This design comes from an exercise in tuning for small area, a short achievable clock period and few clock cycles on the open sky130 flow, not from production work. Function was checked by simulation only, so behaviour that the tests miss may differ from the original. Power and IR drop assume default switching activity.

[flow/config.mk]
export PLATFORM = sky130hd
export DESIGN_NAME = mbcore
export DESIGN_NICKNAME = mbcore
export VERILOG_FILES = /design/flow/design.v
export SDC_FILE = /design/flow/constraint.sdc
export NUM_CORES = 8
export LEC_CHECK = 0
export CAP_MARGIN = 20
export CORE_MARGIN = 2
export CORE_UTILIZATION = 40
export CTS_BUF_LIST = sky130_fd_sc_hd__clkbuf_8
export CTS_CLUSTER_DIAMETER = 50
export CTS_CLUSTER_SIZE = 12
export SETUP_SLACK_MARGIN = 5.0
export SLEW_MARGIN = 20
export TNS_END_PERCENT = 10
[flow/constraint.sdc]
create_clock -name core_clock -period 10.0 [get_ports {clk}]
set_input_delay 2.0000 -clock core_clock [delete_from_list [all_inputs] [get_ports {clk}]]
set_output_delay 2.0000 -clock core_clock [all_outputs]
set_load 0.01 [all_outputs]
[flow/design.v]
module mbcore (
    input  wire        clk,
    input  wire        rst,           
    input  wire        req_valid,
    input  wire        req_write,
    input  wire        req_wide,      
    input  wire [23:0] req_addr,
    input  wire [31:0] req_wdata,
    output wire        rsp_valid,
    output wire [31:0] rsp_rdata,
    output wire        rsp_err
);
    localparam [2:0] ST_OK       = 3'd0;
    localparam [2:0] ST_MALFORM  = 3'd1;
    localparam [2:0] ST_ENC_OVF  = 3'd2;
    localparam [2:0] ST_SHORT    = 3'd3;
    localparam [2:0] ST_ILL_CMD  = 3'd4;
    localparam [2:0] ST_ILL_OPND = 3'd5;
    localparam [7:0] OP_WFB   = 8'h01;
    localparam [7:0] OP_BFW   = 8'h02;
    localparam [7:0] OP_PACK  = 8'h08;
    localparam [7:0] OP_UNPK  = 8'h09;
    localparam [7:0] OP_UNPKS = 8'h0A;
    localparam [7:0] OP_DEC   = 8'h10;
    localparam [7:0] OP_ENC   = 8'h11;
    localparam [7:0] OP_VAL   = 8'h18;
    localparam [7:0] OP_EXB   = 8'h19;
    localparam [31:0] ID_VALUE  = 32'h4D420001;
    localparam [31:0] CFG_VALUE = 32'h00000003;
    localparam [1:0] RG_REG = 2'd0;
    localparam [1:0] RG_IN  = 2'd1;
    localparam [1:0] RG_OUT = 2'd2;
    reg [31:0] cw, a, b, hin0, hin1, in_len;
    reg [2:0]  st;
    reg [7:0]  out_len;            
    localparam [2:0] R_ZERO = 3'd0, R_WFB = 3'd1, R_BFW = 3'd2, R_LEN = 3'd3,
                     R_LEN8 = 3'd4, R_VAL = 3'd5, R_EXB = 3'd6;
    localparam [1:0] H_ZERO = 2'd0, H_LO = 2'd1, H_HI = 2'd2;
    reg [2:0]  r_mode;
    reg [1:0]  v_verd;
    reg [1:0]  h_mode;
    wire [31:0] in_w  [0:31];
    wire [31:0] out_w [0:31];
    reg        pv;                 
    reg [1:0]  p_rgn;
    reg [4:0]  p_idx;
    reg        p_win;              
    reg [1:0]  p_boff;             
    reg [31:0] d;
    reg [7:0]  db;                 
    reg        s_ok;               
    reg [1:0]  s_rgn;
    reg [4:0]  s_idx;
    reg        sl_pend;            
    reg        sl_err, sl_wr, sl_wide;
    reg        sl_noresp;          
    reg [1:0]  sl_bsel;
    reg        resp_q, err_q;
    reg        busy;
    reg [4:0]  cur, last;
    wire f_mid0  = (req_addr[19:7] == 13'd0);
    wire f_al    = (req_addr[1:0] == 2'b00);
    wire f_isreg = (req_addr[23:20] == 4'h0) && f_mid0 && !req_addr[6] && (req_addr[5:2] <= 4'd13);
    wire f_isin  = (req_addr[23:20] == 4'h1) && f_mid0;
    wire f_isout = (req_addr[23:20] == 4'h2) && f_mid0;
    wire f_ok    = (f_isreg && req_wide && f_al) ||
                   ((f_isin || (f_isout && !req_write)) && (!req_wide || f_al));
    wire idle_q  = !sl_pend && !resp_q;
    wire can_lat = !(sl_pend && !sl_noresp) && !resp_q;
    wire f_z     = (req_addr[23:22] == 2'b00) && f_mid0;
    wire p_match = (req_addr[21:20] == p_rgn) && (req_addr[6:2] == p_idx);
    wire hit     = req_valid && !req_write && pv && f_z && p_match &&
                   (req_wide ? f_al : (p_win && (req_addr[1:0] == p_boff)));
    wire f_okw   = f_z && (((req_addr[21:20] == 2'd0) && !req_addr[6] && !(req_addr[5] && req_addr[4] && req_addr[3]) &&
                            req_wide && f_al) ||
                           ((req_addr[21:20] == 2'd1) && (!req_wide || f_al)));
    wire fast_w  = req_valid && req_write && f_okw && !busy && idle_q;
    wire miss    = req_valid && !hit && !fast_w && can_lat;
    wire adv     = hit && (req_wide || (p_boff == 2'b11));
    wire bstep   = hit && !adv;
    assign rsp_valid = hit || fast_w || resp_q;
    assign rsp_err   = err_q;
    wire   sel_w     = req_wide || resp_q;
    assign rsp_rdata = sel_w ? d : {24'd0, db};
    wire        sl_go   = sl_pend && !resp_q && !sl_err && !busy;
    wire        sl_wx   = sl_go && sl_wr;
    wire        sl_rx   = sl_go && !sl_wr;
    wire        acc_en  = fast_w || sl_wx;
    wire [1:0]  acc_rgn = sl_wx ? s_rgn   : req_addr[21:20];
    wire [4:0]  acc_idx = sl_wx ? s_idx   : req_addr[6:2];
    wire [1:0]  acc_bs  = sl_wx ? sl_bsel : req_addr[1:0];
    wire        acc_wd  = sl_wx ? sl_wide : req_wide;
    wire [31:0] acc_dat = sl_wx ? d       : req_wdata;
    wire acc_reg = acc_en && (acc_rgn == RG_REG);
    wire acc_in  = acc_en && (acc_rgn == RG_IN);
    wire cw_wr   = acc_reg && (acc_idx == 5'd0);
    reg  fresh_q;
    wire defer   = cw_wr && fast_w && !fresh_q;
    wire exec    = cw_wr && !defer;
    wire [7:0] c_x   = acc_dat[31:24];
    wire [7:0] c_y   = acc_dat[23:16];
    wire [3:0] c_rsv = acc_dat[15:12];
    wire [3:0] c_w   = acc_dat[11:8];
    wire [7:0] c_op  = acc_dat[7:0];
    wire x0 = (c_x == 8'd0);
    wire y0 = (c_y == 8'd0);
    wire w0 = (c_w == 4'd0);
    wire is_wfb   = (c_op == OP_WFB);
    wire is_bfw   = (c_op == OP_BFW);
    wire is_pack  = (c_op == OP_PACK);
    wire is_unpk  = (c_op == OP_UNPK);
    wire is_unpks = (c_op == OP_UNPKS);
    wire is_dec   = (c_op == OP_DEC);
    wire is_enc   = (c_op == OP_ENC);
    wire is_val   = (c_op == OP_VAL);
    wire is_exb   = (c_op == OP_EXB);
    wire ill_cmd = (c_rsv != 4'd0) ||
                   !(is_wfb || is_bfw || is_pack || is_unpk || is_unpks || is_dec || is_enc || is_val || is_exb) ||
                   (is_wfb && !w0) ||
                   (is_bfw && (!x0 || !y0 || w0 || (c_w > 4'd4))) ||
                   ((is_pack || is_unpks || is_dec || is_enc || is_val) && (!x0 || !y0 || !w0)) ||
                   ((is_unpk || is_exb) && (!y0 || !w0));
    wire [7:0] n  = in_len[7:0];           
    wire [31:0] nx_len = (acc_reg && (acc_idx == 5'd5)) ? acc_dat : in_len;
    wire [7:0]  nx_fc  = (acc_reg && (acc_idx == 5'd4)) ? acc_dat[7:0] : hin1[7:0];
    wire [7:0]  nx_n   = nx_len[7:0];
    wire        nx_big = (nx_len[31:8] != 24'd0) || (nx_len[7] && (nx_len[6:0] != 7'd0));
    wire        nx_multi = (nx_fc == 8'h0F) || (nx_fc == 8'h10);
    wire        nx_sup   = (nx_fc == 8'h01) || (nx_fc == 8'h02) || (nx_fc == 8'h03) || (nx_fc == 8'h04) ||
                           (nx_fc == 8'h05) || (nx_fc == 8'h06) || nx_multi;
    reg  pack_bad;
    integer k;
    always @(*) begin
        pack_bad = 1'b0;
        for (k = 0; k < 128; k = k + 1)
            if ((k < nx_n) && (in_w[k / 4][31 - 8 * (k % 4) -: 7] != 7'd0))
                pack_bad = 1'b1;
    end
    reg q_big, q_pack_bad, q_dec_bad, q_unpks_big, q_enc_big, q_vshort, q_fc7;
    always @(posedge clk) begin
        fresh_q     <= !acc_in && !rst;
        q_big       <= nx_big;
        q_pack_bad  <= pack_bad;
        q_dec_bad   <= (nx_n < 8'd8) || ({9'd0, nx_n} < {1'b0, in_w[1][31:16]} + 17'd6);
        q_unpks_big <= (nx_n > 8'd16);
        q_enc_big   <= (nx_n > 8'd120);
        q_vshort    <= nx_sup && (nx_n < (nx_multi ? 8'd5 : 8'd4));
        q_fc7       <= nx_fc[7];
    end
    wire [32:0] bfw_sum = {1'b0, a} + {1'b0, b};
    wire ovf1 = (bfw_sum[32:8]  != 25'd0);
    wire ovf2 = (bfw_sum[32:16] != 17'd0);
    wire ovf3 = (bfw_sum[32:24] != 9'd0);
    wire ovf4 = bfw_sum[32];
    wire bfw_ovf = (c_w == 4'd1) ? ovf1 : (c_w == 4'd2) ? ovf2 : (c_w == 4'd3) ? ovf3 : ovf4;
    wire [4:0] pack_m = n[7:3] + {4'd0, (n[2:0] != 3'd0)};
    wire [7:0]  in0 = in_w[0][31:24], in1 = in_w[0][23:16], in2 = in_w[0][15:8], in3 = in_w[0][7:0];
    wire [7:0]  in4 = in_w[1][31:24];
    wire [15:0] dec_l   = in_w[1][31:16];
    wire [6:0]  dec_d   = (dec_l >= 16'd2) ? dec_l[6:0] - 7'd2 : 7'd0;    
    wire [7:0] fc          = hin1[7:0];
    wire       exb_badcode = (c_x < 8'd1) || (c_x > 8'd3);
    wire [15:0] v_wa     = {in0, in1};
    wire [15:0] v_q      = {in2, in3};
    wire [7:0]  v_bc     = in4;
    wire [16:0] v_start  = {1'b0, v_wa} + 17'd1;
    wire [17:0] v_end    = {1'b0, v_start} + {2'b00, v_q} - 18'd1;
    wire        v_multi  = (fc == 8'h0F) || (fc == 8'h10);
    wire        v_supported = (fc == 8'h01) || (fc == 8'h02) || (fc == 8'h03) || (fc == 8'h04) ||
                              (fc == 8'h05) || (fc == 8'h06) || v_multi;
    wire        v_start_ok = (v_start <= 17'd249);
    wire        v_range_ok = v_start_ok && (v_end >= 18'd1) && (v_end <= 18'd249);
    wire        v_single = (fc == 8'h05) || (fc == 8'h06);
    wire        v_addr_ok = v_single ? v_start_ok : v_range_ok;
    wire        v_payload = ({1'b0, n} >= 9'd5 + {1'b0, v_bc});
    wire [15:0] v_bc_coils = (v_q + 16'd7) >> 3;
    reg         v_value_ok;
    always @(*) begin
        case (fc)
            8'h01, 8'h02: v_value_ok = (v_q >= 16'd1) && (v_q <= 16'd249);
            8'h03, 8'h04: v_value_ok = (v_q >= 16'd1) && (v_q <= 16'd125);
            8'h05:        v_value_ok = (v_q == 16'h0000) || (v_q == 16'hFF00);
            8'h06:        v_value_ok = 1'b1;
            8'h0F:        v_value_ok = (v_q >= 16'd1) && (v_q <= 16'd249) &&
                                       ({8'd0, v_bc} == v_bc_coils) && v_payload;
            8'h10:        v_value_ok = (v_q >= 16'd1) && (v_q <= 16'd123) &&
                                       ({8'd0, v_bc} == {v_q[14:0], 1'b0}) && (v_q[15] == 1'b0) && v_payload;
            default:      v_value_ok = 1'b0;
        endcase
    end
    wire [1:0]  v_verdict = !v_supported ? 2'd1 :
                            !v_addr_ok   ? 2'd2 :
                            !v_value_ok  ? 2'd3 : 2'd0;
    wire [2:0] s_bfw    = bfw_ovf ? ST_ENC_OVF : ST_OK;
    wire       ok_pack  = !q_big && !q_pack_bad;
    wire       ok_unpks = !q_big && !q_unpks_big;
    wire       ok_dec   = !q_big && !q_dec_bad;
    wire       ok_enc   = !q_big && !q_enc_big;
    wire       ok_val   = !q_big && !q_vshort;
    wire       ok_exb   = !exb_badcode && !q_fc7;
    wire [2:0] s_dec    = q_big ? ST_ILL_OPND : q_dec_bad ? ST_MALFORM : ST_OK;
    wire [2:0] s_vl     = q_big ? ST_ILL_OPND : q_vshort ? ST_SHORT : ST_OK;
    wire [2:0] s_exb    = exb_badcode ? ST_ILL_OPND : q_fc7 ? ST_ENC_OVF : ST_OK;
    reg  [2:0] st_op;
    always @(*) begin
        case (c_op)
            OP_BFW:   st_op = s_bfw;
            OP_PACK:  st_op = ok_pack  ? ST_OK : ST_ILL_OPND;
            OP_UNPKS: st_op = ok_unpks ? ST_OK : ST_ILL_OPND;
            OP_DEC:   st_op = s_dec;
            OP_ENC:   st_op = ok_enc   ? ST_OK : ST_ILL_OPND;
            OP_VAL:   st_op = s_vl;
            OP_EXB:   st_op = s_exb;
            default:  st_op = ST_OK;
        endcase
    end
    wire [2:0] st_n = ill_cmd ? ST_ILL_CMD : st_op;
    wire ok = !ill_cmd && (is_wfb || is_unpk || (is_bfw && !bfw_ovf) || (is_pack && ok_pack) ||
                           (is_unpks && ok_unpks) || (is_dec && ok_dec) || (is_enc && ok_enc) ||
                           (is_val && ok_val) || (is_exb && ok_exb));
    reg [2:0]  rm_n;
    reg [1:0]  hm_n;
    reg [7:0]  olen_n;
    reg [5:0]  nwords;            
    always @(*) begin
        rm_n = R_ZERO; hm_n = H_ZERO; olen_n = 8'd0; nwords = 6'd0;
        if (is_wfb) begin
            rm_n = R_WFB;
        end
        if (is_bfw) begin
            rm_n = R_BFW; olen_n = {4'd0, c_w}; nwords = 6'd2;
        end
        if (is_pack) begin
            rm_n = R_LEN; olen_n = {3'd0, pack_m};
            nwords = {3'd0, n[7:5]} + {5'd0, (n[4:0] != 5'd0)};
        end
        if (is_unpk) begin
            rm_n = R_LEN; olen_n = 8'd8; nwords = 6'd2;
        end
        if (is_unpks) begin
            rm_n = R_LEN; olen_n = {n[4:0], 3'd0}; nwords = {n[4:0], 1'b0};
        end
        if (is_dec) begin
            rm_n = R_LEN8; hm_n = H_HI; olen_n = {1'b0, dec_d};
            nwords = {1'b0, dec_d[6:2]} + 6'd2 + {5'd0, (dec_d[1:0] != 2'd0)};
        end
        if (is_enc) begin
            rm_n = R_LEN; hm_n = H_LO; olen_n = n + 8'd8;
            nwords = {1'b0, n[6:2]} + 6'd2 + {5'd0, (n[1:0] != 2'd0)};
        end
        if (is_val) begin
            rm_n = R_VAL;
        end
        if (is_exb) begin
            rm_n = R_EXB; hm_n = H_HI; olen_n = 8'd1; nwords = 6'd3;
        end
    end
    wire [7:0] e_op = cw[7:0];
    wire [7:0] e_x  = cw[31:24];
    wire [3:0] e_w  = cw[11:8];
    reg  [4:0]  ra_q, wi_q;
    reg         wv_q;
    reg  [4:0]  wi_q2;
    reg  [31:0] wbus_q;
    wire [31:0] in_rd = in_w[ra_q];
    wire [127:0] pk;
    genvar g;
    generate
        for (g = 0; g < 128; g = g + 1) begin : g_pk
            assign pk[32 * (g / 32) + 31 - 8 * ((g / 8) % 4) - 7 + (g % 8)] = in_w[g / 4][24 - 8 * (g % 4)];
        end
    endgenerate
    wire [31:0] pk_word = pk[32 * cur[1:0] +: 32];
    reg  [31:0] pk_mask;
    integer m;
    always @(*) begin
        for (m = 0; m < 32; m = m + 1)
            pk_mask[m] = (n[7:5] != {1'b0, cur[1:0]}) || ((8 * (3 - m / 8) + m % 8) < n[4:0]);
    end
    wire [7:0] us_byte = in_rd[31 - 8 * cur[2:1] -: 8];
    wire [3:0] us_nib  = cur[0] ? us_byte[7:4] : us_byte[3:0];
    wire [7:0]  e_fc = hin1[7:0];
    wire [31:0] e_sum = bfw_sum[31:0];    
    reg  [31:0] wbus;
    always @(*) begin
        case (e_op)
            OP_BFW: begin
                if (cur[0] == 1'b0)
                    wbus = e_sum;                        
                else begin
                    case (e_w)
                        4'd1:    wbus = {e_sum[7:0], 24'd0};
                        4'd2:    wbus = {e_sum[15:0], 16'd0};
                        4'd3:    wbus = {e_sum[23:0], 8'd0};
                        default: wbus = e_sum;
                    endcase
                end
            end
            OP_PACK:  wbus = pk_word & pk_mask;
            OP_UNPK:  wbus = cur[0] ? {7'd0, e_x[4], 7'd0, e_x[5], 7'd0, e_x[6], 7'd0, e_x[7]}
                                    : {7'd0, e_x[0], 7'd0, e_x[1], 7'd0, e_x[2], 7'd0, e_x[3]};
            OP_UNPKS: wbus = {7'd0, us_nib[0], 7'd0, us_nib[1], 7'd0, us_nib[2], 7'd0, us_nib[3]};
            OP_DEC:   wbus = in_rd;
            default: begin                               
                if (cur == 5'd0)
                    wbus = hin0;
                else if (cur == 5'd1)
                    wbus = (e_op == OP_ENC) ? {8'd0, n + 8'd2, hin1[15:0]}
                                            : {16'd3, hin1[15:8], e_fc + 8'h80};
                else
                    wbus = (e_op == OP_ENC) ? in_rd : {e_x, 24'd0};
            end
        endcase
    end
    wire e_hi = (e_op == OP_DEC) || (e_op == OP_EXB);    
    wire e_bfw = (e_op == OP_BFW);
    wire       busy_nx = exec ? (ok && (nwords != 6'd0)) : (busy && (cur != last));
    wire [4:0] cur_nx  = exec ? 5'd0 : cur + 5'd1;
    wire [7:0] op_nx   = exec ? c_op : e_op;
    wire       hi_nx   = (op_nx == OP_DEC) || (op_nx == OP_EXB);
    reg  [4:0] ra_nx, wi_nx;
    always @(*) begin
        case (op_nx)
            OP_DEC:  ra_nx = cur_nx;
            OP_ENC:  ra_nx = cur_nx - 5'd2;
            default: ra_nx = {3'd0, cur_nx[4:3]};    
        endcase
        if (hi_nx)
            wi_nx = (cur_nx == 5'd0) ? 5'd30 : (cur_nx == 5'd1) ? 5'd31 : cur_nx - 5'd2;
        else if (op_nx == OP_BFW)
            wi_nx = cur_nx[0] ? 5'd0 : 5'd31;
        else
            wi_nx = cur_nx;
    end
    always @(posedge clk) begin
        ra_q   <= busy_nx ? ra_nx : s_idx;
        wi_q   <= wi_nx;
        wv_q   <= busy && !rst;
        wi_q2  <= wi_q;
        wbus_q <= wbus;
    end
    function [4:0] e_pos(input [4:0] w);
        begin
            if (e_hi)
                e_pos = (w >= 5'd30) ? w - 5'd30 : w + 5'd2;
            else if (e_bfw)
                e_pos = (w == 5'd31) ? 5'd0 : 5'd1;
            else
                e_pos = w;
        end
    endfunction
    wire       s_h   = (s_rgn == RG_REG) && ((s_idx == 5'd8) || (s_idx == 5'd9));
    wire [4:0] out_ra = (s_rgn == RG_OUT) ? s_idx :
                        s_h ? {{4{h_mode == H_HI}}, (s_idx == 5'd9)} : 5'd31;
    wire [31:0] out_rd_m = out_w[out_ra];
    wire [31:0] out_rd = (wv_q && (wi_q2 == out_ra)) ? wbus_q : out_rd_m;
    reg [31:0] r_val;
    always @(*) begin
        case (r_mode)
            R_WFB:   r_val = {16'd0, cw[31:16]};
            R_BFW:   r_val = busy ? e_sum : out_rd;
            R_LEN:   r_val = {24'd0, out_len};
            R_LEN8:  r_val = {24'd0, out_len + 8'd8};
            R_VAL:   r_val = {30'd0, exec_q ? v_verdict : v_verd};
            R_EXB:   r_val = {24'd0, cw[31:24]};
            default: r_val = 32'd0;
        endcase
    end
    reg [31:0] reg_rd;
    always @(*) begin
        case (s_idx[3:0])
            4'h0: reg_rd = cw;
            4'h1: reg_rd = a;
            4'h2: reg_rd = b;
            4'h3: reg_rd = hin0;
            4'h4: reg_rd = hin1;
            4'h5: reg_rd = in_len;
            4'h6: reg_rd = {29'd0, st};
            4'h7: reg_rd = r_val;
            4'h8: reg_rd = (h_mode == H_ZERO) ? 32'd0 : out_rd;
            4'h9: reg_rd = (h_mode == H_ZERO) ? 32'd0 : out_rd;
            4'hA: reg_rd = {24'd0, out_len};
            4'hC: reg_rd = ID_VALUE;
            4'hD: reg_rd = CFG_VALUE;
            default: reg_rd = 32'd0;
        endcase
    end
    wire [31:0] s_val  = (s_rgn == RG_REG) ? reg_rd : (s_rgn == RG_IN) ? in_rd : out_rd;
    wire s_outw     = (s_rgn == RG_OUT) || (s_h && (h_mode != H_ZERO));
    wire s_conflict = busy && s_outw && (e_pos(out_ra) >= cur);
    wire s_inwait   = (s_rgn == RG_IN) && (ra_q != s_idx);
    reg [7:0] s_byte;
    always @(*) begin
        case (sl_bsel)
            2'd0: s_byte = s_val[31:24];
            2'd1: s_byte = s_val[23:16];
            2'd2: s_byte = s_val[15:8];
            default: s_byte = s_val[7:0];
        endcase
    end
    reg       sn_ok;
    reg [1:0] sn_rgn;
    reg [4:0] sn_idx;
    always @(*) begin
        sn_ok = 1'b1; sn_rgn = s_rgn; sn_idx = s_idx + 5'd1;
        if (s_rgn == RG_REG) begin
            if (s_idx == 5'd7)
                sn_idx = (st == ST_OK) ? 5'd8 : 5'd10;
            else if (s_idx == 5'd10) begin
                sn_rgn = RG_OUT; sn_idx = 5'd0;
            end else if (s_idx == 5'd13)
                sn_ok = 1'b0;
        end else if (s_idx == 5'd31)
            sn_ok = 1'b0;
    end
    reg exec_q;
    always @(posedge clk) begin
        exec_q <= exec && !rst;
        if (exec_q)
            v_verd <= v_verdict;        
    end
    always @(posedge clk) begin
        if (rst) begin
            cw <= 32'd0; a <= 32'd0; b <= 32'd0; hin0 <= 32'd0; hin1 <= 32'd0; in_len <= 32'd0;
            st <= 3'd0; r_mode <= R_ZERO; h_mode <= H_ZERO; out_len <= 8'd0;
            busy <= 1'b0;
        end else begin
            if (acc_reg) begin
                case (acc_idx)
                    5'd0: cw     <= acc_dat;
                    5'd1: a      <= acc_dat;
                    5'd2: b      <= acc_dat;
                    5'd3: hin0   <= acc_dat;
                    5'd4: hin1   <= acc_dat;
                    5'd5: in_len <= acc_dat;
                    default: ;
                endcase
            end
            if (exec) begin
                st <= st_n;
                r_mode  <= ok ? rm_n : R_ZERO;
                h_mode  <= ok ? hm_n : H_ZERO;
                out_len <= ok ? olen_n  : 8'd0;
                cur  <= 5'd0;
                last <= nwords[4:0] - 5'd1;
                busy <= ok && (nwords != 6'd0);
            end else if (busy) begin
                cur <= cur + 5'd1;
                if (cur == last)
                    busy <= 1'b0;
            end
        end
    end
    always @(posedge clk) begin
        if (rst) begin
            pv <= 1'b0; s_ok <= 1'b0;
            sl_pend <= 1'b0; sl_noresp <= 1'b0; resp_q <= 1'b0; err_q <= 1'b0;
        end else begin
            resp_q <= 1'b0;
            err_q  <= 1'b0;
            if (exec) begin
                pv <= 1'b1; p_rgn <= RG_REG; p_idx <= 5'd6; p_win <= 1'b0; p_boff <= 2'd0;
                d  <= {29'd0, st_n};
                s_ok <= 1'b1; s_rgn <= RG_REG; s_idx <= 5'd7;
            end else if (acc_en) begin
                pv <= 1'b0;
            end
            if (sl_wx) begin
                sl_pend <= 1'b0;
                resp_q  <= !sl_noresp;
            end
            if (defer) begin
                pv <= 1'b0;
                sl_pend   <= 1'b1;
                sl_noresp <= 1'b1;
                sl_err    <= 1'b0;
                sl_wr     <= 1'b1;
                sl_wide   <= 1'b1;
                sl_bsel   <= 2'd0;
                s_rgn     <= RG_REG;
                s_idx     <= 5'd0;
                d         <= req_wdata;
            end else if (miss) begin
                pv <= 1'b0;
                sl_pend <= 1'b1;
                sl_noresp <= 1'b0;
                sl_err  <= !f_ok;
                sl_wr   <= req_write;
                sl_wide <= req_wide;
                sl_bsel <= req_addr[1:0];
                s_rgn   <= req_addr[21:20];
                s_idx   <= req_addr[6:2];
                d       <= req_wdata;
            end else if (sl_pend && !resp_q && sl_err) begin
                sl_pend <= 1'b0;
                resp_q  <= 1'b1;
                err_q   <= 1'b1;
                d       <= 32'd0;
            end else if (sl_rx && !s_inwait) begin
                sl_pend <= 1'b0;
                resp_q  <= 1'b1;
                d       <= sl_wide ? s_val : {24'd0, s_byte};
                s_ok    <= 1'b0;
            end else if (bstep) begin
                p_boff <= p_boff + 2'd1;
                case (p_boff)
                    2'd0: db <= d[23:16];
                    2'd1: db <= d[15:8];
                    default: db <= d[7:0];
                endcase
            end else if (adv) begin
                pv    <= s_ok && !s_conflict && (s_rgn != RG_IN);
                p_rgn <= s_rgn; p_idx <= s_idx; p_win <= (s_rgn != RG_REG); p_boff <= 2'd0;
                d     <= s_val;
                db    <= s_val[31:24];
                s_ok  <= sn_ok; s_rgn <= sn_rgn; s_idx <= sn_idx;
            end
        end
    end
    generate
        for (g = 0; g < 32; g = g + 1) begin : g_in
            genvar h;
            for (h = 0; h < 4; h = h + 1) begin : g_b
                reg  [7:0] q;
                wire       we = acc_in && (acc_idx == g) && (acc_wd || (acc_bs == h));
                always @(posedge clk)
                    if (we)
                        q <= acc_wd ? acc_dat[31 - 8 * h -: 8] : acc_dat[7:0];
                assign in_w[g][31 - 8 * h -: 8] = q;
            end
        end
        for (g = 0; g < 32; g = g + 1) begin : g_out
            reg  [31:0] q;
            always @(posedge clk)
                if (wv_q && (wi_q2 == g))
                    q <= wbus_q;
            assign out_w[g] = q;
        end
    endgenerate
endmodule
[flow/flow/run.sh]
#!/bin/bash
# The standard layout (bash standard.sh), with two changes to how it is made:
# - the port buffers are buf_4 (the default pick, clkdlybuf4s50_1, is a slow delay cell);
# - timing repair does not clone gates (clones have left max-slew violations).
set -euo pipefail
export BUFFER_PORTS_ARGS="-buffer_cell sky130_fd_sc_hd__buf_4"
export SKIP_GATE_CLONING=1
bash standard.sh > standard_flow.log 2>&1
[flow/standard.sh]
#!/bin/bash
# synth_recipe.tcl (not shown) runs the flow's synth.tcl, then flattens the netlist and writes it again
# the make line also repeats each setting of config.mk as NAME=value (left out here)
make -C /OpenROAD-flow-scripts/flow DESIGN_CONFIG=/design/flow/config.mk WORK_HOME=/design/flow/orfs CLKGATE_MAP_FILE= SYNTH_SCRIPT=/design/flow/synth_recipe.tcl "${@:-finish}"
==> out/results.ini, run 1 <==
[run_status]
status = finished clean

[die]
fp.dieH_um = 525
core_sq_um = 270000
die_w_um = 525
start_util_pct = 40.2
fp-row-count = 191
die_area_sq_um = 276000
pin_count = 95

[yosys]
netlist_top_cells_area = edfxtp_1 (59%), dfxtp_1 (5.1%), a22oi_1 (3.9%)
avgSynthCellArea_sq_um = 12.3
yosysTopAreaCellShare_pct = 58.6
synth_cells = 8812
ys_async_sr_fraction_pct = 0
yosys_warnings = 1
synth_ff_type = edfxtp_1
synth_area_sq_um = 109000
synth-edff-count = 2120
ys_seq_elements = 2394
synth.distinct_cells = 107
yosysTopAreaCell = edfxtp_1
yosysSeqAreaShare_pct = 63.7
syn_nets = 8995

[worst_setup_path]
critPathKind = reg -> reg
startpoint_type = register
critPathArrivalTime_ps = 6420
r2r-end = wbus_q[8]$_DFF_P_
worstSetupEndpointType = register
rr_worst_depth = 14
crit_path_max_fanout = 25
r2r_start = ra_q[1]$_DFF_P_
r2r_slack_ps = 4530
cp_data_required_time_ps = 10940

[pwr]
p_seq_share_pct = 51.8
p_sw_mw = 6.09
power_mw = 21.1
cellPowerDensity_nw_per_um2 = 170
p_comb_share_pct = 12.3
power.share.clock_pct = 36.0
p_int_mw = 15.0
power.share.switching_pct = 28.8
cellLeakagePower_nw = 38.3
ir_drop_mv = 0.111

[placed_design]
numPortBuffers = 94
gp_routability_congestion = 1.07
place_hpwl_um = 434000
place_inst = 12373

[global_route]
grt_first_pass_wirelength_um = 803000
antenna_found_initial = 51
gr-total-overflow = 0
first_global_vias = 86104
grt_usage_pct = 43.2
grt_start_max_net_pins = 87

[sta]
final-hold-violation-count = 0
tightest_slew_ps = 1300
rsz0062_at_grt = yes
slew_headroom_pct = 12.4
finalSetupTns_ps = 0
setup_violations = 0
drv_slew = 0
max_freq_ghz = 0.183
finalCritPeriodShare_pct = 54.7
finalClockSkew_ps = 103
final.min_clock_period_ps = 5470

[clocking]
path_clk_slew_ps = 80
htree_levels = 5
cts_buffers = 297
cts_sinks = 2394
worstSkewPairLatency_ps = 1160
clock-root-buffer = clkbuf_8
clock_path_buffers = 4
cts_tree = built

[min_path]
worstHoldPathType = reg -> reg
whs_endpoint = wi_q2[1]$_DFF_P_
worstHoldStart = wi_q[1]$_DFF_P_
hold-path-cell-count = 0

[job]
maxCapViolations = 0

[final_layout]
fill_cells = 24369
syn2layout_area_growth_pct = 14.3
drive_gt1_share_pct = 16.5
nets = 9342
utilization_pct = 45.9
final_cells = 12935

[route]
routed-via-count = 91975
wl_um = 613000
drcViolationCount = 0
ant_nets = 0
drtPass1Iterations = 10
viasPerCell = 7.11
wire_per_inst_um = 47.4
drtIter0Drc = 16391

## placed cells by master (no fill, tap or decap), types with 62 or more instances in the layout
master,instances
dfxtp_1,263
a31oi_1,93
ha_1,120
nor2_1,657
xnor2_1,66
edfxtp_1,2120
or4_1,86
nor4_1,127
a22o_1,78
a221oi_1,149
nand4_1,143
buf_4,598
o211ai_1,73
a211oi_1,247
nor2_4,63
inv_1,136
mux2i_1,103
nor3_1,199
o21ai_0,292
a22oi_1,566
nand3_1,304
o22ai_1,62
a21oi_1,374
clkbuf_8,301
nand2_1,617
a222oi_1,112
## synth_stat cells, types with 73 or more instances
master,number
inv_1,116
nand3_1,304
o21ai_0,307
mux2i_1,107
a211oi_1,249
o211ai_1,73
a221oi_1,151
nand4_1,143
nor4_1,189
nand2_1,622
ha_1,120
buf_1,73
a22o_1,79
edfxtp_1,2120
clkbuf_1,456
dfxtp_1,274
a22oi_1,568
or4_1,87
a31oi_1,111
nor2_1,745
a21oi_1,406
nor3_1,223
a222oi_1,112
## state kept, by name, indices dropped and copies added (netlist names), 8 cells and up
name and cells:
hin1 32, out_len 8, a 32, g_in.g_b.q 1024, b 32, in_len 32
db 8, d 32, g_out.q 1024, hin0 32, cw 32, wbus_q 32
## timing repair
item / 4_1_cts / 5_1_grt
pin swaps: 15 / 18
resized for setup: 96 / 38
hold endpoints to repair: 0 / 0
hold buffers: 0 / 0
setup buffers: 26 / 27
setup endpoints to repair: 216 / 65
## metal layers
layer,vias up,global-route usage (%),wire length (um)
li1,35944,-,-
met1,46143,52.0,213000
met2,7762,64.2,262000
met3,2092,13.1,75700
met4,34,34.4,62200
met5,-,0,456
## cell families (layout without fill, tap and decap cells)
logic type / count (synthesis) / count (layout) / synth area share (%)
other cells: 0 / 23 / 0
fa+ha+maj: 122 / 122 / 1.42
compound gates: 2572 / 2572 / 17.1
buf+inv: 723 / 1253 / 2.61
xor+xnor: 132 / 132 / 1.06
flops: 2394 / 2394 / 63.7
mux: 171 / 171 / 1.98
simple gates: 2698 / 2698 / 12.1
## power by group through the flow
stage	Sequential, mW	Combinational (mW)	Clock (mW)
final	10.9	2.59	7.60
after global routing	10.9	2.55	7.99
after global placement	11.2	2.36	0
after CTS	10.9	2.42	7.60
after detailed placement	11.2	2.36	0
after floorplan	11.1	0.957	0
## worst max path at each step
stage	from	to	slack, ps	cells after the start
3_5_place_dp	s_idx[1]$_SDFFCE_PP0N_	d[3]$_DFFE_PN_	3290	16
3_3_place_gp	s_idx[1]$_SDFFCE_PP0N_	d[3]$_DFFE_PN_	3380	16
4_1_cts	req_addr[11]	rsp_valid	4660	7
6_report	ra_q[1]$_DFF_P_	wbus_q[8]$_DFF_P_	4530	14
5_1_grt	req_addr[1]	rsp_valid	4620	7
2_1_floorplan	req_addr[1]	rsp_valid	4880	6
## critical path: stages, from the launching register on
cell     delay [ps]
dfxtp_1         300
buf_4           270
nor3b_4         650
buf_4           280
and2_1          430
buf_4           630
a22oi_1         170
nand4_1         120
nor2_1          140
a31oi_2         990
mux2i_1         160
nor2_1          140
a21oi_1          50
a311o_1         460
a32oi_1         460
## stage by stage
| stage | setup slack (ps) | area, sq um | hold WS [ps] |
|---|---|---|---|
| global placement | 3380 | 117000 | 313 |
| detailed placement | 3290 | 117000 | 313 |
| global route | 4620 | 124000 | 331 |
| floorplan | 4880 | 109000 | 310 |
| CTS | 4660 | 124000 | 326 |
| finish | 4530 | 124000 | 326 |
## layout make-up
cell class	instances	area, sq um	area share, %
tap	3570	4470	3.60
antenna	23	57.6	0.0464
clock buffer	301	4140	3.34
sequential	2394	69200	55.7
inverter	128	497	0.400
multi-input combinational	5695	38700	31.2
timing repair buffer	643	5250	4.23
clock inverter	181	1820	1.47
Testbench counts, summed over its fixed seeds: cycles 16,227.
==> run 2: changes to the inputs <==
--- a/flow/design.v
+++ b/flow/design.v
@@ -52,4 +52,5 @@
     reg [1:0]  s_rgn;
     reg [4:0]  s_idx;
+    reg [4:0]  s_oidx;             
     reg        sl_pend;            
     reg        sl_err, sl_wr, sl_wide;
@@ -164,26 +165,32 @@
     wire [15:0] v_q      = {in2, in3};
     wire [7:0]  v_bc     = in4;
-    wire [16:0] v_start  = {1'b0, v_wa} + 17'd1;
-    wire [17:0] v_end    = {1'b0, v_start} + {2'b00, v_q} - 18'd1;
+    wire [16:0] v_end    = {1'b0, v_wa} + {1'b0, v_q};           
+    wire        v_payload = ({1'b0, n} >= 9'd5 + {1'b0, v_bc});
+    wire [15:0] v_bc_coils = (v_q + 16'd7) >> 3;
+    wire        v_q249   = (v_q >= 16'd1) && (v_q <= 16'd249);
+    reg vq_start, vq_range, vq_12, vq_34, vq_5, vq_f, vq_10;
+    always @(posedge clk) begin
+        vq_start <= (v_wa <= 16'd248);
+        vq_range <= (v_wa <= 16'd248) && (v_end >= 17'd1) && (v_end <= 17'd249);
+        vq_12    <= v_q249;
+        vq_34    <= (v_q >= 16'd1) && (v_q <= 16'd125);
+        vq_5     <= (v_q == 16'h0000) || (v_q == 16'hFF00);
+        vq_f     <= v_q249 && ({8'd0, v_bc} == v_bc_coils) && v_payload;
+        vq_10    <= (v_q >= 16'd1) && (v_q <= 16'd123) && ({8'd0, v_bc} == {v_q[14:0], 1'b0}) && v_payload;
+    end
     wire        v_multi  = (fc == 8'h0F) || (fc == 8'h10);
     wire        v_supported = (fc == 8'h01) || (fc == 8'h02) || (fc == 8'h03) || (fc == 8'h04) ||
                               (fc == 8'h05) || (fc == 8'h06) || v_multi;
-    wire        v_start_ok = (v_start <= 17'd249);
-    wire        v_range_ok = v_start_ok && (v_end >= 18'd1) && (v_end <= 18'd249);
     wire        v_single = (fc == 8'h05) || (fc == 8'h06);
-    wire        v_addr_ok = v_single ? v_start_ok : v_range_ok;
-    wire        v_payload = ({1'b0, n} >= 9'd5 + {1'b0, v_bc});
-    wire [15:0] v_bc_coils = (v_q + 16'd7) >> 3;
+    wire        v_addr_ok = v_single ? vq_start : vq_range;
     reg         v_value_ok;
     always @(*) begin
         case (fc)
-            8'h01, 8'h02: v_value_ok = (v_q >= 16'd1) && (v_q <= 16'd249);
-            8'h03, 8'h04: v_value_ok = (v_q >= 16'd1) && (v_q <= 16'd125);
-            8'h05:        v_value_ok = (v_q == 16'h0000) || (v_q == 16'hFF00);
+            8'h01, 8'h02: v_value_ok = vq_12;
+            8'h03, 8'h04: v_value_ok = vq_34;
+            8'h05:        v_value_ok = vq_5;
             8'h06:        v_value_ok = 1'b1;
-            8'h0F:        v_value_ok = (v_q >= 16'd1) && (v_q <= 16'd249) &&
-                                       ({8'd0, v_bc} == v_bc_coils) && v_payload;
-            8'h10:        v_value_ok = (v_q >= 16'd1) && (v_q <= 16'd123) &&
-                                       ({8'd0, v_bc} == {v_q[14:0], 1'b0}) && (v_q[15] == 1'b0) && v_payload;
+            8'h0F:        v_value_ok = vq_f;
+            8'h10:        v_value_ok = vq_10;
             default:      v_value_ok = 1'b0;
         endcase
@@ -351,6 +358,9 @@
     endfunction
     wire       s_h   = (s_rgn == RG_REG) && ((s_idx == 5'd8) || (s_idx == 5'd9));
-    wire [4:0] out_ra = (s_rgn == RG_OUT) ? s_idx :
-                        s_h ? {{4{h_mode == H_HI}}, (s_idx == 5'd9)} : 5'd31;
+    wire [4:0] out_ra = s_oidx;
+    function [4:0] oidx(input [1:0] rg, input [4:0] ix);
+        oidx = (rg == RG_OUT) ? ix :
+               ((ix == 5'd8) || (ix == 5'd9)) ? {{4{h_mode == H_HI}}, (ix == 5'd9)} : 5'd31;
+    endfunction
     wire [31:0] out_rd_m = out_w[out_ra];
     wire [31:0] out_rd = (wv_q && (wi_q2 == out_ra)) ? wbus_q : out_rd_m;
@@ -462,5 +472,5 @@
                 pv <= 1'b1; p_rgn <= RG_REG; p_idx <= 5'd6; p_win <= 1'b0; p_boff <= 2'd0;
                 d  <= {29'd0, st_n};
-                s_ok <= 1'b1; s_rgn <= RG_REG; s_idx <= 5'd7;
+                s_ok <= 1'b1; s_rgn <= RG_REG; s_idx <= 5'd7; s_oidx <= 5'd31;
             end else if (acc_en) begin
                 pv <= 1'b0;
@@ -491,4 +501,5 @@
                 s_rgn   <= req_addr[21:20];
                 s_idx   <= req_addr[6:2];
+                s_oidx  <= oidx(req_addr[21:20], req_addr[6:2]);
                 d       <= req_wdata;
             end else if (sl_pend && !resp_q && sl_err) begin
@@ -514,5 +525,5 @@
                 d     <= s_val;
                 db    <= s_val[31:24];
-                s_ok  <= sn_ok; s_rgn <= sn_rgn; s_idx <= sn_idx;
+                s_ok  <= sn_ok; s_rgn <= sn_rgn; s_idx <= sn_idx; s_oidx <= oidx(sn_rgn, sn_idx);
             end
         end
--- a/flow/config.mk
+++ b/flow/config.mk
@@ -10,6 +10,6 @@
 export CORE_UTILIZATION = 40
 export CTS_BUF_LIST = sky130_fd_sc_hd__clkbuf_8
-export CTS_CLUSTER_DIAMETER = 50
-export CTS_CLUSTER_SIZE = 12
+export CTS_CLUSTER_DIAMETER = 55
+export CTS_CLUSTER_SIZE = 14
 export SETUP_SLACK_MARGIN = 5.0
 export SLEW_MARGIN = 20
==> run 2 against run 1 <==
Effect of this change: utilization down 0.94 points; highest routed layer unchanged; critical path depth fell by 7; via count shrank 3.4%; clock power down 13%; critical path type is now in -> out; largest cell class unchanged.
==> out/results.ini, run 2 <==
[final_layout]
top_regs = g_in.g_b.q (1024), g_out.q (1024)
fin_area_sq_um = 119000
syn2layout_area_growth_pct = 11.9
utilization_pct = 45.0
final_cell_mix = edfxtp_1 (2125), a22oi_1 (763), nor2_1 (653), nand2_1 (617), buf_4 (476)
final_cells = 12487
final_common_cell = edfxtp_1
drive_gt1_share_pct = 13.9
nets = 8895

[die]
core_sq_um = 265000
die_w_um = 520
pin_count = 95
fp-row-count = 189
die_area_sq_um = 271000
start_util_pct = 40.2
fp.dieH_um = 520

[worst_setup_path]
startpoint_type = input pin
critPathKind = in -> out
cp_data_required_time_ps = 8000
r2r_start = ra_q[3]$_DFF_P_
crit_start = req_wide
critPathArrivalTime_ps = 3520
crit_path_max_fanout = 7
worstSetupEndpointType = output port
rr_worst_depth = 14

[global_route]
grt_start_max_net_pins = 77
grt_usage_pct = 40.6
antenna_found_initial = 67
first_global_vias = 80577
grt_first_pass_wirelength_um = 745000
gr-total-overflow = 0

[yosys]
synth_ff_type = edfxtp_1
synth.distinct_cells = 101
yosysTopAreaCellShare_pct = 59.9
yosysSeqAreaShare_pct = 65.2
ys_async_sr_fraction_pct = 0
ys_seq_elements = 2406
avgSynthCellArea_sq_um = 12.5
yosys_warnings = 1
yosysTopAreaCell = edfxtp_1
synth_cells = 8557
yosysMostFrequentCell = edfxtp_1
synth_area_sq_um = 107000
synth-edff-count = 2125
netlist_top_cells_area = edfxtp_1 (60%), a22oi_1 (5.4%), dfxtp_1 (5.3%)
syn_nets = 8727
synth_common_cells = edfxtp_1 (2125), a22oi_1 (764), nor2_1 (726)

[job]
maxCapViolations = 0

[sta]
tightest_slew_ps = 1280
final-hold-violation-count = 0
hold_ws_ps = 473
finalCritPeriodShare_pct = 55.2
rsz0062_at_grt = yes
setup_slack_ps = 4480
final.min_clock_period_ps = 5520
finalSetupTns_ps = 0
drv_slew = 0
finalClockSkew_ps = 101
max_freq_ghz = 0.181
setup_violations = 0
slew_headroom_pct = 14.0

[clocking]
worstSkewPairLatency_ps = 1150
clock_path_buffers = 4
cts_buffers = 242
htree_levels = 4
cts_sinks = 2406
clock-root-buffer = clkbuf_8
ctsHoldBuffers = 0
path_clk_slew_ps = 80
cts_tree = built

[placed_design]
dp_slack_ps = 3550
place_inst = 11994
gp_routability_congestion = 1.06
placed_cell_area_sq_um = 114000
place_hpwl_um = 394000
numPortBuffers = 94

[min_path]
worstHoldStart = v_verd[0]$_DFF_P_
worstHoldPathType = reg -> reg
hold-path-cell-count = 2

[route]
drcViolationCount = 0
ant_nets = 0
wire_per_inst_um = 45.4
drtPass1Iterations = 28
viasPerCell = 7.12
wl_um = 567000
drtIter0Drc = 17610
routed-via-count = 88853

[run_status]
status = finished clean

[pwr]
cellPowerDensity_nw_per_um2 = 166
cellLeakagePower_nw = 39.9
ir_drop_mv = 0.124
power_mw = 19.8

==> run 2: critical path, stage by stage <==
cell      delay (ps)
buf_4            140
inv_1            130
a311oi_1         490
o21a_1           340
nand2_8           70
nand3b_1         200
buf_6            140
==> run 2: where the power goes <==
part	leakage [nW]	total, mW	internal, mW	switching [mW]
logic	14.7	2.19	0.482	1.71
registers	22.6	11.0	10.9	0.0706
clock network	2.59	6.58	2.76	3.83
total	39.9	19.8	14.2	5.61
==> run 2: layout make-up <==
type / instances / area [sq um]
flip-flops and latches: 2406 / 69500
repair buffers: 494 / 3800
well taps: 3533 / 4420
diodes: 73 / 183
clock buffers: 252 / 3470
fillers: 24187 / 146000
clock inverters: 148 / 1370
multi-input cells: 5497 / 36200
inverters: 84 / 315
==> run 2: final timing paths <==
| path | end | slack (ps) |
|---|---|---|
| setup / recovery | rsp_valid | 4480 |
| setup reg to reg | d[18]$_DFFE_PN_ | 4530 |
| hold reg to reg | v_verd[0]$_DFF_P_ | 470 |
| hold / removal | v_verd[0]$_DFF_P_ | 470 |
==> run 2: kinds of logic (layout without fill, tap and decap cells) <==
logic type                 count (synthesis)  count (layout)  share of synthesized area [%]
xor gates and xnor gates                 114             114                          0.937
muxes                                    146             146                           1.78
AOI/OAI and AO/OA                       2288            2288                           15.3
adders and majority gates                109             109                           1.29
and+or+nand+nor                         2840            2840                           13.2
other                                      0              73                              0
DFF                                     2406            2406                           65.2
buffers and inverters                    654             978                           2.35
==> run 2: what timing repair did <==
| action | in CTS | in global routing |
|---|---|---|
| hold endpoints to repair | 0 | 0 |
| gates resized for setup | 68 | 24 |
| buffers inserted | 18 | 0 |
| setup endpoints to repair | 381 | 815 |
| pin swaps | 13 | 2 |
==> run 2: metal layers <==
metal,track usage [%],vias to the layer above,part of all wire [%]
met4,23.9,44,7.4
li1,-,34275,-
met5,0.123,-,0.070
met2,57.0,7971,41
met1,54.2,44884,37
met3,13.9,1679,15
Testbench counts of run 2, summed over its fixed seeds: cycles 16,227.
==> run 3: changes to the inputs <==
==> flow/flow/run.sh (replaced) <==
#!/bin/bash
set -euo pipefail
export BUFFER_PORTS_ARGS="-buffer_cell sky130_fd_sc_hd__buf_4"
export SKIP_GATE_CLONING=1
export SETUP_SLACK_MARGIN=5.4
bash standard.sh > standard_flow.log 2>&1
--- a/flow/config.mk
+++ b/flow/config.mk
@@ -12,5 +12,4 @@
 export CTS_CLUSTER_DIAMETER = 55
 export CTS_CLUSTER_SIZE = 14
-export SETUP_SLACK_MARGIN = 5.0
 export SLEW_MARGIN = 20
 export TNS_END_PERCENT = 10
==> run 3 against run 2 <==
Effect of this change: utilization up 0.51 points; flip-flop and latch count unchanged; count of clock-buffer cells in the layout down 5; synthesized cell count unchanged; die area unchanged; cell area up 1.1%; total power up 0.38%; sequential share of layout area down 0.66 points; critical path depth up 1; sequential power about the same; combinational power about the same; area after synthesis unchanged.
==> out/results.ini, run 3 <==
[yosys]
synth_area_sq_um = 107000
synth.distinct_cells = 101
netlist_top_cells_area = edfxtp_1 (60%), a22oi_1 (5.4%), dfxtp_1 (5.3%)
yosysTopAreaCell = edfxtp_1
yosysTopAreaCellShare_pct = 59.9
yosys_warnings = 1
synth_ff_type = edfxtp_1
avgSynthCellArea_sq_um = 12.5
synth-edff-count = 2125
ys_async_sr_fraction_pct = 0
ys_seq_elements = 2406
synth_common_cells = edfxtp_1 (2125), a22oi_1 (764), nor2_1 (726)
synth_cells = 8557
syn_nets = 8727
yosysMostFrequentCell = edfxtp_1
yosysSeqAreaShare_pct = 65.2

[placed_design]
placed_cell_area_sq_um = 114000
gp_routability_congestion = 1.10
numPortBuffers = 94
place_hpwl_um = 382000

[pwr]
cellLeakagePower_nw = 40.6
cellPowerDensity_nw_per_um2 = 165
ir_drop_mv = 0.132

[worst_setup_path]
crit_path_cell_trace = buf_6 > nor4_4 > o211ai_1 > nor4_4 > buf_6 > nand2_4 > nand3b_1 > buf_6
crit_path_frequent_cell = buf_6
critPathKind = in -> out
cp_slowest_stage_delay_ps = 320
slowest_stage = nor4_4
crit_path_end = rsp_valid
r2r_start = ra_q[4]$_DFF_P_
r2r_slack_ps = 4830
crit_path_max_fanout = 3
startpoint_type = input pin
crit_start = req_addr[11]
r2r-end = wbus_q[2]$_DFF_P_
critPathArrivalTime_ps = 3450
cp_data_required_time_ps = 8000
worstSetupEndpointType = output port
rr_worst_depth = 13

[global_route]
grt_usage_pct = 39.5
grtUsageMet2_pct = 55.4
grt_first_pass_wirelength_um = 728000
antenna_found_initial = 56
use_met1_pct = 50.1
globalRoute.busiestLayer = met2
met3_usage_pct = 15.4
first_global_vias = 80446
gr-total-overflow = 0
grt_start_max_net_pins = 83

[route]
viasPerCell = 7.12
drtIter0Drc = 17891
wl_um = 554000
ant_nets = 0
drcViolationCount = 0
wire_per_inst_um = 44.2
routed-via-count = 89301
drtPass1Iterations = 27

[final_layout]
syn2layout_area_growth_pct = 13.2
fill_cells = 24106
final_common_cell = edfxtp_1
multi_input_area_sq_um = 36900
seqCellArea_sq_um = 69500
final_cell_mix = edfxtp_1 (2125), a22oi_1 (764), nor2_1 (626), nand2_1 (611), buf_4 (485)
drive_gt1_share_pct = 15.3
fin_area_sq_um = 121000
nets = 8947
top_regs = g_in.g_b.q (1024), g_out.q (1024)

[clocking]
ctsHoldBuffers = 0
clock-root-buffer = clkbuf_8
htree_levels = 4
cts_tree = built
path_clk_slew_ps = 80
clock_path_buffers = 4
cts_sinks = 2406
worstSkewPairLatency_ps = 1150
cts_buffers = 239

[sta]
finalClockSkew_ps = 165
tightest_slew_ps = 1310
rsz0062_at_grt = yes
setup_violations = 0
max_freq_ghz = 0.183
finalSetupTns_ps = 0
final-hold-violation-count = 0
slew_headroom_pct = 12.1
drv_slew = 0
final.min_clock_period_ps = 5450
finalCritPeriodShare_pct = 54.5

[die]
fp.dieH_um = 520
pin_count = 95
die_area_sq_um = 271000
core_sq_um = 265000
fp-row-count = 189
die_w_um = 520
start_util_pct = 40.2

[run_status]
status = finished clean

[job]
maxCapViolations = 0

[min_path]
worstHoldPathType = reg -> reg

-- run 3: cell counts after synthesis --
No cell type changed its count.
-- run 3: per-stage QoR --
step                      hold WS, ps  utilization (%)  cells  setup WS, ps  power, mW
after floorplan                   310                -   8557          4780       11.9
after global placement            437             42.8  11991          3420       13.2
after detailed placement          439             42.9  11991          3370       13.2
after CTS                         459             45.0  12434          4520       19.6
after global routing              500             45.5  12518          4490       20.1
final                             467             45.5  12536          4550       19.8
-- run 3: critical path: cells and delay by family --
kind,cells,cell delay [ps]
buffers and inverters,3,410
AOI/OAI and AO/OA,1,220
and+or+nand+nor,4,820
-- run 3: per-layer routing --
layer / part of all wire, % / routed length (um) / vias up
met5: 0.13 / 724 / -
met4: 8.5 / 46900 / 38
met3: 15 / 85500 / 1918
met2: 41 / 225000 / 8308
met1: 35 / 196000 / 44628
li1: - / - / 34409
-- run 3: kinds of logic after synthesis --
family	synth area share [%]
mux	1.78
xor+xnor	0.937
buf+inv	2.35
flops	65.2
simple gates	13.2
fa+ha+maj	1.29
compound gates	15.3
-- run 3: layout make-up --
cell class / count / area share [%]
Sequential cell: 2406 / 57.6
Tap cell: 3533 / 3.67
Antenna cell: 53 / 0.110
Clock buffer: 247 / 2.82
Timing Repair Buffer: 549 / 3.72
Inverter: 84 / 0.264
Clock inverter: 167 / 1.27
Multi-Input combinational cell: 5497 / 30.6
-- run 3: worst min path at each step --
| stage | startpoint | endpoint | slack [ps] | depth (start not counted) |
|---|---|---|---|---|
| floorplan | wi_q[0]$_DFF_P_ | wi_q2[0]$_DFF_P_ | 310 | 0 |
| global placement | v_verd[0]$_DFF_P_ | v_verd[0]$_DFF_P_ | 440 | 2 |
| detailed placement | v_verd[0]$_DFF_P_ | v_verd[0]$_DFF_P_ | 440 | 2 |
| CTS | v_verd[0]$_DFF_P_ | v_verd[0]$_DFF_P_ | 460 | 2 |
| global route | v_verd[1]$_DFF_P_ | v_verd[1]$_DFF_P_ | 500 | 2 |
| finish | v_verd[0]$_DFF_P_ | v_verd[0]$_DFF_P_ | 470 | 2 |
-- run 3: repair_timing --
action / CTS / global route
pin swaps: 12 / 31
gates resized for setup: 89 / 185
setup buffers: 29 / 47
endpoints found under the setup margin: 1703 / 855
-- run 3: power breakdown --
group	switching (mW)	internal [mW]	leakage [nW]	total [mW]
logic	1.70	0.519	15.3	2.22
registers	0.0799	10.9	22.6	11.0
clock network	3.81	2.81	2.69	6.62
==> run 4: changes to the inputs <==
==> flow/flow/run.sh (replaced) <==
#!/bin/bash
set -euo pipefail
export BUFFER_PORTS_ARGS="-buffer_cell sky130_fd_sc_hd__buf_4"
export SKIP_GATE_CLONING=1
export SETUP_SLACK_MARGIN=5.6
bash standard.sh > standard_flow.log 2>&1
--- a/flow/config.mk
+++ b/flow/config.mk
@@ -13,3 +13,3 @@
 export CTS_CLUSTER_SIZE = 14
 export SLEW_MARGIN = 20
-export TNS_END_PERCENT = 10
+export TNS_END_PERCENT = 5
==> run 4 against run 3 <==
Effect of this change: still clean; sequential power is essentially flat; wire length is essentially flat; non-clock buffer count grew 25; register-to-register slack gained 40 ps; critical path depth is the same; synthesized cell count is the same; die area is the same; via count shrank 0.12%; largest cell class unchanged.
==> out/results.ini, run 4 <==
[yosys]
synth_cells = 8557
avgSynthCellArea_sq_um = 12.5
yosysMostFrequentCell = edfxtp_1
synth_common_cells = edfxtp_1 (2125), a22oi_1 (764), nor2_1 (726)
synth.area.mux_share_pct = 1.78
yosysTopAreaCellShare_pct = 59.9
synth_area_sq_um = 107000
synth.distinct_cells = 101
syn_nets = 8727
synth-edff-count = 2125
synthAdderAreaFrac_pct = 1.29
synth_xor_area_share_pct = 0.937
yosysTopAreaCell = edfxtp_1
synth_compound_area_share_pct = 15.3
yosysSeqAreaShare_pct = 65.2
ys_seq_elements = 2406
synth_top_family_by_area = compound AO/OA/AOI/OAI gates
netlist_top_cells_area = edfxtp_1 (60%), a22oi_1 (5.4%), dfxtp_1 (5.3%)
ys_async_sr_fraction_pct = 0
synth_ff_type = edfxtp_1
yosys.area_share.simple_pct = 13.2
yosys_warnings = 1

[worst_setup_path]
slowest_stage = or4_4
r2r_slack_ps = 4870
cp_data_required_time_ps = 8000
worstSetupEndpointType = output port
critPathKind = in -> out
cp_slowest_stage_delay_ps = 570
crit_path_frequent_cell = buf_6
startpoint_type = input pin
critPathArrivalTime_ps = 3510
crit_path_cell_trace = buf_6 > or4_4 > nor4_4 > buf_6 > nand2_4 > nand3b_1 > buf_6 > buf_6
crit_path_max_fanout = 3

[final_layout]
drive_gt1_share_pct = 15.2
nets = 8967
final_common_cell = edfxtp_1
top_regs = g_in.g_b.q (1024), g_out.q (1024)
final_cell_mix = edfxtp_1 (2125), a22oi_1 (761), nor2_1 (646), nand2_1 (609), buf_4 (478)
multi_input_area_sq_um = 36700
fill_cells = 24051
final_cells = 12537
seqCellArea_sq_um = 69500
utilization_pct = 45.4
syn2layout_area_growth_pct = 13.1

[clocking]
htree_levels = 4
worstSkewPairLatency_ps = 1140
path_clk_slew_ps = 80
ctsHoldBuffers = 0
clock_path_buffers = 4
cts_tree = built
cts_buffers = 234
clock-root-buffer = clkbuf_8
cts_sinks = 2406

[min_path]
worstHoldPathType = reg -> reg

[job]
maxCapViolations = 0

[sta]
tightest_slew_ps = 1390
setup_violations = 0
rsz0062_at_grt = yes
drv_slew = 0
finalCritPeriodShare_pct = 55.1
final.min_clock_period_ps = 5510
slew_headroom_pct = 6.98
final-hold-violation-count = 0
finalClockSkew_ps = 139
max_freq_ghz = 0.181
finalSetupTns_ps = 0

[placed_design]
place_hpwl_um = 382000
gp_routability_congestion = 1.08
numPortBuffers = 94
place_inst = 11989

[pwr]
p_int_mw = 14.1
p_comb_share_pct = 11.5
power.share.clock_pct = 32.5
power.share.switching_pct = 28.2
ir_drop_mv = 0.161
cellPowerDensity_nw_per_um2 = 163
p_sw_mw = 5.55
p_seq_share_pct = 55.9
cellLeakagePower_nw = 40.5

[die]
die_w_um = 520
core_sq_um = 265000
pin_count = 95
fp.dieH_um = 520
start_util_pct = 40.2
fp-row-count = 189
die_area_sq_um = 271000

[global_route]
first_global_vias = 79793
antenna_found_initial = 63
grt_usage_pct = 39.4
met3_usage_pct = 13.5
globalRoute.busiestLayer = met2
grt_start_max_net_pins = 86
gr-total-overflow = 0
grt_first_pass_wirelength_um = 727000
grtUsageMet2_pct = 55.7
use_met1_pct = 51.9

[route]
drtIter0Drc = 17665
drcViolationCount = 0
wire_per_inst_um = 44.2
drtPass1Iterations = 28
ant_nets = 0
wl_um = 554000
routed-via-count = 89194
viasPerCell = 7.11

[run_status]
status = finished clean

[run 4: changes by cell type in the layout (fill, tap and decap cells not counted), sizes merged]
cell / change
buf: +22
inv: +3
diode: -2
clkbuf: -5
clkinv: -17
bufinv: -3
clkinvlp: +3
[run 4: critical path: cells and delay by family]
family	cells	cell delay [ps]
AND/OR/NAND/NOR	4	1000
buffers and inverters	4	510
[run 4: layer usage]
| metal | up-vias | share of wire, % |
|---|---|---|
| met3 | 1806 | 15 |
| met1 | 44617 | 36 |
| li1 | 34435 | - |
| met4 | 56 | 8.0 |
| met2 | 8280 | 41 |
| met5 | - | 0.072 |
[run 4: cell type report]
cell class | instances | area share, %
inverters | 84 | 0.262
repair buffers | 574 | 4.03
diodes | 51 | 0.106
clock buffers | 239 | 2.73
clock inverters | 153 | 1.09
well taps | 3533 | 3.67
multi-input cells | 5497 | 30.5
flip-flops and latches | 2406 | 57.6
[run 4: kinds of logic after synthesis]
group,Yosys count
DFF,2406
adders and majority gates,109
and+or+nand+nor,2840
buffers and inverters,654
muxes,146
AOI/OAI and AO/OA,2288
xor gates and xnor gates,114
[run 4: worst paths after layout]
check	startpoint	to	cells past startpoint
worst max-delay path	req_addr[15]	rsp_valid	8
worst min-delay path	v_verd[0]$_DFF_P_	v_verd[0]$_DFF_P_	2
worst max register to register	sl_wr$_SDFFCE_PP1P_	q_vshort$_DFF_P_	14
worst min register to register	v_verd[0]$_DFF_P_	v_verd[0]$_DFF_P_	2
[run 4: metrics by stage]
step	cell area, sq um	hold WS (ps)	power (mW)	worst slack, ps
5_1_grt	120000	495	19.9	4480
3_5_place_dp	114000	439	13.2	2990
3_3_place_gp	113000	440	13.2	3070
6_report	120000	464	19.6	4490
4_1_cts	119000	461	19.4	4510
2_1_floorplan	107000	310	11.9	4780
[run 4: repair_timing]
action / in CTS / in global routing
endpoints found under the hold margin: 0 / 0
setup buffers: 25 / 80
gates resized for setup: 63 / 234
cloned: 0 / 0
endpoints found under the setup margin: 1739 / 1353
pin swaps: 12 / 50
[run 4: power groups by stage]
stage / Clock (mW) / Combinational (mW) / Sequential (mW)
after floorplan: 0 / 0.768 / 11.2
after global placement: 0 / 1.98 / 11.2
after detailed placement: 0 / 1.98 / 11.2
after CTS: 6.40 / 1.99 / 11.0
after global routing: 6.74 / 2.21 / 11.0
final: 6.39 / 2.26 / 11.0
==> run 5: changes to the inputs <==
--- a/flow/design.v
+++ b/flow/design.v
@@ -130,12 +130,26 @@
     wire        nx_sup   = (nx_fc == 8'h01) || (nx_fc == 8'h02) || (nx_fc == 8'h03) || (nx_fc == 8'h04) ||
                            (nx_fc == 8'h05) || (nx_fc == 8'h06) || nx_multi;
-    reg  pack_bad;
+    wire [127:0] pk_badb;                 
+    reg  [32:0]  pk_pre;                  
+    reg  [127:0] pk_tab;                  
+    genvar gb;
+    generate
+        for (gb = 0; gb < 128; gb = gb + 1) begin : g_badb
+            assign pk_badb[gb] = (in_w[gb / 4][31 - 8 * (gb % 4) -: 7] != 7'd0);
+        end
+    endgenerate
     integer k;
     always @(*) begin
-        pack_bad = 1'b0;
-        for (k = 0; k < 128; k = k + 1)
-            if ((k < nx_n) && (in_w[k / 4][31 - 8 * (k % 4) -: 7] != 7'd0))
-                pack_bad = 1'b1;
+        pk_pre[0] = 1'b0;
+        for (k = 0; k < 32; k = k + 1)
+            pk_pre[k + 1] = pk_pre[k] | (|pk_badb[4 * k +: 4]);
+        for (k = 0; k < 32; k = k + 1) begin
+            pk_tab[4 * k]     = pk_pre[k];
+            pk_tab[4 * k + 1] = pk_pre[k] | pk_badb[4 * k];
+            pk_tab[4 * k + 2] = pk_pre[k] | pk_badb[4 * k] | pk_badb[4 * k + 1];
+            pk_tab[4 * k + 3] = pk_pre[k] | pk_badb[4 * k] | pk_badb[4 * k + 1] | pk_badb[4 * k + 2];
+        end
     end
+    wire pack_bad = nx_n[7] ? pk_pre[32] : pk_tab[nx_n[6:0]];
     reg q_big, q_pack_bad, q_dec_bad, q_unpks_big, q_enc_big, q_vshort, q_fc7;
     always @(posedge clk) begin
==> flow/flow/run.sh (replaced) <==
#!/bin/bash
set -euo pipefail
export BUFFER_PORTS_ARGS="-buffer_cell sky130_fd_sc_hd__buf_4"
export SKIP_GATE_CLONING=1
export POST_GLOBAL_ROUTE_TCL="$PWD/flow/post_grt.tcl"
export SETUP_SLACK_MARGIN=5.2
bash standard.sh > standard_flow.log 2>&1
==> flow/flow/post_grt.tcl (new file) <==
# After global routing's timing repair: fix any max-slew / max-capacitance
# violation that repair left, then legalise and reroute the nets it touched.
puts "post_grt: repair_design after timing repair"
estimate_parasitics -global_routing
repair_design -slew_margin 30 -cap_margin 30 -verbose
global_route -start_incremental
detailed_placement
global_route -end_incremental
estimate_parasitics -global_routing
report_check_types -max_slew -max_capacitance -violators
--- a/flow/config.mk
+++ b/flow/config.mk
@@ -6,5 +6,5 @@
 export NUM_CORES = 8
 export LEC_CHECK = 0
-export CAP_MARGIN = 20
+export CAP_MARGIN = 30
 export CORE_MARGIN = 2
 export CORE_UTILIZATION = 40
@@ -12,4 +12,4 @@
 export CTS_CLUSTER_DIAMETER = 55
 export CTS_CLUSTER_SIZE = 14
-export SLEW_MARGIN = 20
-export TNS_END_PERCENT = 5
+export SLEW_MARGIN = 30
+export TNS_END_PERCENT = 10
==> run 5 against run 4 <==
Effect of this change: synthesized cell count fell by 0.44%; die area barely moved; area after synthesis barely moved; global-route usage rose by 2.3 points; critical path depth did not move; setup slack improved by 15 ps; worst hold slack got worse by 160 ps; largest power group unchanged.
==> out/results.ini, run 5 <==
[sta]
setup_violations = 0
finalSetupTns_ps = 0
finalCritPeriodShare_pct = 55.0
drv_slew = 0
slew_headroom_pct = 18.6
finalClockSkew_ps = 136
tightest_slew_ps = 1220
max_freq_ghz = 0.182
final-hold-violation-count = 0
final.min_clock_period_ps = 5500

[clocking]
ctsHoldBuffers = 0
cts_setup_buffers = 38
cts_sinks = 2406
path_clk_slew_ps = 90
htree_levels = 5
clock-root-buffer = clkbuf_8
worstSkewPairLatency_ps = 1130
cts_buffers = 265
cts_tree = built
clock_path_buffers = 4
cts_resized = 206

[yosys]
synth_common_cells = edfxtp_1 (2125), a22oi_1 (702), nor2_1 (660)
avgSynthCellArea_sq_um = 12.5
yosysTopAreaCellShare_pct = 59.9
synth_cells = 8519
yosysTopAreaCell = edfxtp_1
ys_seq_elements = 2406
synth-edff-count = 2125
yosys_warnings = 1
synth.distinct_cells = 106
netlist_top_cells_area = edfxtp_1 (60%), dfxtp_1 (5.3%), a22oi_1 (4.9%)
syn_nets = 8690
ys_async_sr_fraction_pct = 0
synth_area_sq_um = 107000
yosysSeqAreaShare_pct = 65.1
synth_ff_type = edfxtp_1
yosysMostFrequentCell = edfxtp_1

[worst_setup_path]
startpoint_type = input pin
cp_num_buf_inv = 2
crit_path_max_fanout = 7
critPathArrivalTime_ps = 3500
slowest_stage = nor4_4
crit_family = simple AND/OR/NAND/NOR gates
critPathKind = in -> out
crit_path_cell_trace = buf_8 > xnor2_4 > nand4_1 > nor4_4 > and3_4 > nor2_4 > nand2_4 > buf_6
worstSetupEndpointType = output port
cp_slowest_stage_delay_ps = 380
cp_data_required_time_ps = 8000

[global_route]
first_global_vias = 80154
gr-total-overflow = 0
grt_start_max_net_pins = 75
met3_usage_pct = 14.2
grt_usage_pct = 41.7
antenna_found_initial = 65
grt_first_pass_wirelength_um = 759000
use_met1_pct = 57.2
globalRoute.busiestLayer = met2
grtUsageMet2_pct = 57.8

[die]
die_area_sq_um = 271000
start_util_pct = 40.2
fp.dieH_um = 520
die_w_um = 520
core_sq_um = 265000
fp-row-count = 189
pin_count = 95

[route]
viasPerCell = 7.13
drtPass1Iterations = 10
wire_per_inst_um = 46.8
routed-via-count = 88880
wl_um = 583000
drtIter0Drc = 18497
ant_nets = 0
drcViolationCount = 0

[min_path]
worstHoldPathType = reg -> reg

[run_status]
status = finished clean

[final_layout]
fill_cells = 24020
final_cells = 12457
nets = 8897
final_cell_mix = edfxtp_1 (2125), a22oi_1 (697), nor2_1 (598), nand2_1 (597), buf_4 (483)
final_common_cell = edfxtp_1
drive_gt1_share_pct = 15.7
top_regs = g_in.g_b.q (1024), g_out.q (1024)
syn2layout_area_growth_pct = 13.1

[pwr]
ir_drop_mv = 0.147
cellPowerDensity_nw_per_um2 = 169
cellLeakagePower_nw = 38.5

[placed_design]
numPortBuffers = 94
place_inst = 11946
gp_routability_congestion = 1.08
place_hpwl_um = 409000

[job]
maxCapViolations = 0

run 5: worst paths after layout:
path | startpoint | endpoint | slack (ps) | cells past startpoint
setup reg to reg | ra_q[4]$_DFF_P_ | wbus_q[0]$_DFF_P_ | 4850 | 13
hold / removal | wi_q[4]$_DFF_P_ | wi_q2[4]$_DFF_P_ | 310 | 0
hold reg to reg | wi_q[4]$_DFF_P_ | wi_q2[4]$_DFF_P_ | 310 | 0
setup / recovery | req_addr[6] | rsp_valid | 4500 | 8
run 5: routing by layer:
metal  wire length (um)  up-vias
met5                205        -
met4              38500       30
met3              87800     1488
met2             235000     7861
met1             221000    45297
li1                   -    34204
run 5: kinds of logic (layout without fill, tap and decap cells):
family / after synthesis / count (layout) / synth area share (%)
mux: 130 / 130 / 1.63
simple gates: 2864 / 2864 / 13.4
compound gates: 2225 / 2225 / 15.2
flops: 2406 / 2406 / 65.1
fa+ha+maj: 110 / 110 / 1.31
buf+inv: 668 / 1042 / 2.41
xor+xnor: 116 / 116 / 0.953
other cells: 0 / 31 / 0
run 5: area by class of cell:
type	count	area [sq um]	area share [%]
Sequential cell	2406	69500	57.6
Clock inverter	157	1450	1.20
Inverter	82	315	0.262
Multi-Input combinational cell	5445	36800	30.5
Clock buffer	277	3810	3.16
Timing Repair Buffer	526	4260	3.53
Antenna cell	31	77.6	0.0643
Tap cell	3533	4420	3.67
run 5: metrics by stage:
step / utilization (%) / hold slack (ps) / area (sq um) / setup WS [ps] / total power, mW
after floorplan: - / 310 / 107000 / 4930 / 12.0
after global placement: 42.7 / 349 / 113000 / 2990 / 13.2
after detailed placement: 42.8 / 314 / 113000 / 2970 / 13.2
after CTS: 45.3 / 335 / 120000 / 4560 / 20.2
final: 45.5 / 307 / 121000 / 4500 / 20.3
run 5: power by group:
group	internal, mW	switching [mW]	total (mW)
logic	0.544	1.74	2.29
clock network	3.07	4.00	7.07
registers	10.9	0.0529	11.0
total	14.5	5.80	20.3
Testbench counts of run 5, summed over its fixed seeds: cycles 16,227.

Setup slack of run 5, layout unchanged: 4.503 ns with ideal ports, 4.294 ns with driving cells assumed (clock clkbuf_16, inputs buf_2), 3.861 ns with port delays also shifted by the 1.153 ns mid clock arrival.
